Source: an optimization exercise on an open RTL-to-GDS flow (aim: small area and few clock cycles). Production flows keep margins and buffers that such runs may drop.
At most, simulation tests tie the RTL to the original design; equivalence was not proved.
Power and IR drop assume default switching activity.

Design eppe_page_engine, start of the top module:
module eppe_page_engine (
    input  wire        clk,
    input  wire        rst,
    input  wire        cmd_valid,
    output wire        cmd_ready,
    input  wire [2:0]  cmd_op,
    input  wire [2:0]  cmd_arg,
    input  wire [15:0] cmd_x,
    input  wire [15:0] cmd_y,
    input  wire [15:0] cmd_w,
    input  wire [15:0] cmd_h,
    output wire        out_valid,
    input  wire        out_ready,
    output wire [7:0]  out_data,
    output wire [15:0] page,
    output wire [1:0]  rot,
    output wire        mirror,
    output wire        win_part,
    output wire [15:0] win_x,
    output wire [15:0] win_y,
    output wire [15:0] win_w,
    output wire [15:0] win_h,
    output wire [1:0]  diag
);
Size in the first run: roughly 2,300 cells after synthesis, ~710 flip-flops, about 170 I/O pins, ~26,000 µm² of cells after synthesis.
==> flow/config.mk <==
export PLATFORM = sky130hd
export DESIGN_NAME = eppe_page_engine
export DESIGN_NICKNAME = eppe_page_engine
export VERILOG_FILES = /design/flow/design.v
export SDC_FILE = /design/flow/constraint.sdc
export NUM_CORES = 4
export LEC_CHECK = 0
export CAP_MARGIN = 10
export CORE_MARGIN = 2
export CORE_UTILIZATION = 55
export SLEW_MARGIN = 10
export SYNTH_HIERARCHICAL = 1
export SYNTH_MINIMUM_KEEP_SIZE = 0
==> flow/constraint.sdc <==
create_clock -name core_clock -period 20.0 [get_ports {clk}]
set_input_delay 4.0000 -clock core_clock [delete_from_list [all_inputs] [get_ports {clk}]]
set_output_delay 4.0000 -clock core_clock [all_outputs]
set_load 0.01 [all_outputs]
standard.sh (not shown) runs the stock make flow with config.mk's settings and CLKGATE_MAP_FILE= SYNTH_SCRIPT=/design/flow/synth_recipe.tcl, a recipe that flattens the netlist after the stock synthesis.
==> flow/flow/run.sh <==
#!/bin/bash
# The standard layout, with two changes:
#  - input and output ports get the smallest buffer (buf_1);
#  - clock tree synthesis uses no dummy loads and larger sink clusters.
set -euo pipefail
export BUFFER_PORTS_ARGS="-buffer_cell sky130_fd_sc_hd__buf_1"
export CTS_ARGS="-sink_clustering_enable -repair_clock_nets -dont_use_dummy_load -sink_clustering_size 28 -sink_clustering_max_diameter 84"
bash standard.sh > make_flow.log 2>&1
The first run finished clean.
Testbench counts at the start, summed over its fixed seeds: cycles 22,098.
Then changed:
--- a/flow/design.v
+++ b/flow/design.v
@@ -104,25 +104,25 @@
     reg         s_mirror;
     reg         s_win_part;
     reg  [3:0]  s_wx8, s_we8;              
     reg  [5:0]  s_wy, s_wh;
     reg  [3:0]  s_cur;                     
     reg         diag_badcmd, diag_passlock;
     reg  [1:0]  bg;                        
     reg  [1:0]  ph;                        
     reg  [2:0]  cw;                        
     reg         cw_all;                    
     reg         streaming;
     reg  [1:0]  st_bg;                     
-    reg  [2:0]  st_r, st_rl;               
+    reg  [2:0]  st_r, st_r0, st_rl;        
     reg  [2:0]  st_c, st_c0, st_cl;        
     reg  [1:0]  st_j;                      
     wire active = !(s_cur[3] && s_cur[0]);
     assign page     = active ? {12'd0, s_cur} : 16'hFFFF;
     assign rot      = s_rot;
     assign mirror   = s_mirror;
     assign win_part = s_win_part;
     assign win_x    = s_win_part ? {9'd0, s_wx8, 3'd0} : 16'd0;
     assign win_y    = s_win_part ? {10'd0, s_wy} : 16'd0;
     assign win_w    = s_win_part ? {9'd0, s_we8 - s_wx8, 3'd0} : 16'd64;
     assign win_h    = s_win_part ? {10'd0, s_wh} : 16'd45;
     assign diag     = {diag_passlock, diag_badcmd};
@@ -174,25 +174,25 @@
     wire st_end   = st_rd && st_lastc && st_lastr;
     wire [1:0] head_h, head_l;                            
     function [3:0] nib(input [1:0] code, input [1:0] bgc);
         reg [1:0] c;
         begin
             c = (code == 2'd0) ? bgc : code - 2'd1;       
             nib = (c == 2'd1) ? 4'h0 : ((c == 2'd2) ? 4'h4 : 4'h3);
         end
     endfunction
     assign out_data  = {nib({head_h[1], head_l[1]}, st_bg), nib({head_h[0], head_l[0]}, st_bg)};
     assign out_valid = st_vld;
     wire [7:0] reg_cols  = ge_mask(st_c0) & le_mask(st_cl);
-    wire [7:0] reg_rows  = ge_mask(st_r) & le_mask(st_rl);
+    wire [7:0] reg_rows  = ge_mask(st_r0) & le_mask(st_rl);
     wire [7:0] rows_next = (8'hFE << st_r) & le_mask(st_rl);
     wire [7:0] cols_left = ge_mask(st_c);
     wire pix_pend = streaming && reg_cols[pix_c] &&
                     (rows_next[pix_r] || (pix_r == st_r && cols_left[pix_c]));
     wire is_pix   = (cmd_op == OP_SET_PIXEL) || (cmd_op == OP_SET_PIXEL_PHY);
     wire col3     = (cmd_arg[1:0] == 2'd3);
     wire pix_do   = is_pix && !col3 && active && pix_in_range && row_ok;
     wire busy     = streaming && !st_end;
     wire cw_on    = (cw != 3'd0);
     reg stall;
     always @* begin
         case (cmd_op)
@@ -278,24 +278,25 @@
                         end
                     end
                     OP_ADVANCE_PAGE: begin
                         if (active) begin
                             s_cur  <= next_cur;
                             bg     <= 2'd0;
                             cw     <= 3'd4;
                             cw_all <= pr_empty;
                             if (!pr_empty) begin
                                 streaming <= 1'b1;
                                 st_bg <= bg;
                                 st_r  <= pr_r0;
+                                st_r0 <= pr_r0;
                                 st_rl <= pr_r1 - 3'd1;
                                 st_c  <= pw_c0[2:0];
                                 st_c0 <= pw_c0[2:0];
                                 st_cl <= pw_c1[2:0] - 3'd1;
                                 st_j  <= 2'd0;
                             end
                         end
                     end
                     default: ;
                 endcase
             end
         end
After rerunning: Clock power barely changes. Cell count hardly moves. Flip-flop and latch count climbs by 3. Power drops by a few percent. Area after synthesis hardly moves. Hold slack is worse by 7.4 ps. Wire length drops by a few percent. Worst setup slack is better by 72 ps.
Only the layout flow was run in the second run of this note; the RTL was not checked for function there.


Setup of main:
eppe_page_engine again, from the RTL that the note above started with.
export LEC_CHECK = 0
export CAP_MARGIN = 10
export CORE_MARGIN = 2
export CORE_UTILIZATION = 70
export SLEW_MARGIN = 10
export SYNTH_HIERARCHICAL = 1
export SYNTH_MINIMUM_KEEP_SIZE = 0
create_clock -name core_clock -period 20.0 [get_ports {clk}]
Scripts as last shown in full above: flow/flow/run.sh
Testbench counts of main, summed over its fixed seeds: cycles 22,098.
Inputs modified between main and the feature branch:
--- a/flow/design.v
+++ b/flow/design.v
@@ -111,16 +111,18 @@
     reg  [1:0]  ph;                        
     reg  [2:0]  cw;                        
     reg         cw_all;                    
     reg         streaming;
     reg  [1:0]  st_bg;                     
     reg  [2:0]  st_r, st_rl;               
     reg  [2:0]  st_c, st_c0, st_cl;        
     reg  [1:0]  st_j;                      
+    reg         st_held;                   
+    reg  [3:0]  st_hold;                   
     wire active = !(s_cur[3] && s_cur[0]);
     assign page     = active ? {12'd0, s_cur} : 16'hFFFF;
     assign rot      = s_rot;
     assign mirror   = s_mirror;
     assign win_part = s_win_part;
     assign win_x    = s_win_part ? {9'd0, s_wx8, 3'd0} : 16'd0;
     assign win_y    = s_win_part ? {10'd0, s_wy} : 16'd0;
     assign win_w    = s_win_part ? {9'd0, s_we8 - s_wx8, 3'd0} : 16'd64;
@@ -163,30 +165,31 @@
     wire [6:0] d1 = {1'b0, pw_y1} - {1'b0, pg_start};
     wire [2:0] pr_r0 = d0[6] ? 3'd0 : d0[2:0];
     wire [2:0] pr_r1 = (!d1[6] && d1[5:0] > 6'd5) ? 3'd5 : d1[2:0];
     wire       rows_ok = !d1[6] && (d1 != 7'd0) && (d0[6] || d0[5:0] < 6'd5) &&
                          (d0[6] || d1[6:0] > d0[6:0]);
     wire       pr_empty = (pw_c1 == pw_c0) || !rows_ok;
     wire st_lastc = (st_c == st_cl);
     wire st_lastr = (st_r == st_rl);
-    wire st_vld   = streaming && (ph == st_j);
-    wire st_take  = st_vld && out_ready;
+    wire st_head  = streaming && !st_held && (ph == st_j);    
+    wire st_take  = (st_head || st_held) && out_ready;
     wire st_rd    = st_take && (st_j == 2'd3);            
     wire st_end   = st_rd && st_lastc && st_lastr;
     wire [1:0] head_h, head_l;                            
     function [3:0] nib(input [1:0] code, input [1:0] bgc);
         reg [1:0] c;
         begin
             c = (code == 2'd0) ? bgc : code - 2'd1;       
             nib = (c == 2'd1) ? 4'h0 : ((c == 2'd2) ? 4'h4 : 4'h3);
         end
     endfunction
-    assign out_data  = {nib({head_h[1], head_l[1]}, st_bg), nib({head_h[0], head_l[0]}, st_bg)};
-    assign out_valid = st_vld;
+    wire [3:0] pair = st_held ? st_hold : {head_h, head_l};
+    assign out_data  = {nib({pair[3], pair[1]}, st_bg), nib({pair[2], pair[0]}, st_bg)};
+    assign out_valid = st_head || st_held;
     wire [7:0] reg_cols  = ge_mask(st_c0) & le_mask(st_cl);
     wire [7:0] reg_rows  = ge_mask(st_r) & le_mask(st_rl);
     wire [7:0] rows_next = (8'hFE << st_r) & le_mask(st_rl);
     wire [7:0] cols_left = ge_mask(st_c);
     wire pix_pend = streaming && reg_cols[pix_c] &&
                     (rows_next[pix_r] || (pix_r == st_r && cols_left[pix_c]));
     wire is_pix   = (cmd_op == OP_SET_PIXEL) || (cmd_op == OP_SET_PIXEL_PHY);
     wire col3     = (cmd_arg[1:0] == 2'd3);
@@ -212,23 +215,29 @@
         if (rst) begin
             s_rot         <= 2'd0;
             s_mirror      <= 1'b0;
             s_win_part    <= 1'b0;
             s_cur         <= 4'hF;
             diag_badcmd   <= 1'b0;
             diag_passlock <= 1'b0;
             streaming     <= 1'b0;
+            st_held       <= 1'b0;
             ph            <= 2'd0;
             cw            <= 3'd0;
             clip_step     <= 1'b0;
         end else begin
             ph <= ph + 2'd1;
             if (cw_on) cw <= cw - 3'd1;
             if (st_take) st_j <= st_j + 2'd1;
+            if (st_head && !out_ready) begin
+                st_held <= 1'b1;
+                st_hold <= {head_h, head_l};
+            end
+            if (st_held && out_ready) st_held <= 1'b0;
             if (st_rd) begin
                 if (st_lastc) begin
                     st_c <= st_c0;
                     st_r <= st_r + 3'd1;
                 end else begin
                     st_c <= st_c + 3'd1;
                 end
             end
@@ -299,17 +308,17 @@
                 endcase
             end
         end
     end
     wire       pix_wr = accept && pix_do;
     wire [1:0] code   = cmd_arg[1:0] + 2'd1;                
     wire [4:0] row_clr = {5{cw_on}} & ({5{cw_all}} | ~reg_rows[4:0]);
     wire [7:0] col_clr = {8{cw_on}} & ({8{cw_all}} | ~reg_cols);
-    wire [4:0] row_rd  = {5{st_take}} & (5'd1 << st_r);
+    wire [4:0] row_rd  = {5{st_head}} & (5'd1 << st_r);
     wire [7:0] col_rd  = 8'd1 << st_c;
     wire [4:0] row_wr  = {5{pix_wr}} & (5'd1 << pix_r);
     wire [7:0] col_hi  = {8{!pix_lo}} & (8'd1 << pix_c);
     wire [7:0] col_lo  = {8{pix_lo}} & (8'd1 << pix_c);
     wire [79:0] heads_h, heads_l;           
     genvar gr, gc;
     generate
         for (gr = 0; gr < 5; gr = gr + 1) begin : g_row
==> results.txt <==
- Relative to main, share of the clock period used by the worst path after layout decreased by 3.7 points in the feature branch.
- Of the two candidates, main has the worse final routed wirelength across all metal layers and the feature branch the better one.
- Max-slew headroom at the worst pin for the feature branch: 3.3 points down relative to main
- The feature branch vs main — part of the total power dissipated in sequential elements rose 2.6 points.
- met4 as the highest metal layer with signal wires was reported by the feature branch, and met5 by main.
- The setup slack of the feature branch is larger than that of main.
- The feature branch and main ended up with roughly the same final design instance area without fill.
- The feature branch vs main on number of buffers inserted during clock tree synthesis: the feature branch is the lower one.
- Wire length of the first global-routing pass shrinks by a few percent when moving from main to the feature branch.
- In the feature branch relative to main, via count had gone down by a few percent.
- The feature branch ended up with a lower overall power after layout than main did.
Testbench counts of the feature branch, summed over its fixed seeds: cycles 22,098.

-- afterwards: timing with drivers on the ports --
In the flow no input, the clock included, has a driving cell. The finished layouts below were timed again as built, in two steps. Step 1 sets driving cells, clkbuf_16 on the clock port and buf_2 on the other inputs (assumed; they add their load-dependent delay and slew). Step 2 times the ports against the registers' clock, not the clock port: input delays grow and output delays shrink by t, the midpoint of the rising clock arrivals with the driver on. Three values: ideal, step 1, step 2; two values: the first two.
run	t, ns	slack for setup (ns)	worst slew at a driven data input, ns	cell pins on the clock port's net
the first run of note 1	0.603	7.243 / 7.220 / 7.096	0.03	1
the second run of note 1	0.597	7.316 / 7.264 / 7.189	0.07	1
main	0.649	7.188 / 7.167 / 7.167	0.04	1
the feature branch	0.638	7.935 / 7.956 / 7.318	0.07	1
After both steps every run listed still meets setup and hold. For the feature branch, which loses most, drivers alone change the setup slack by +0.021 ns; drivers and shift together by -0.617 ns.
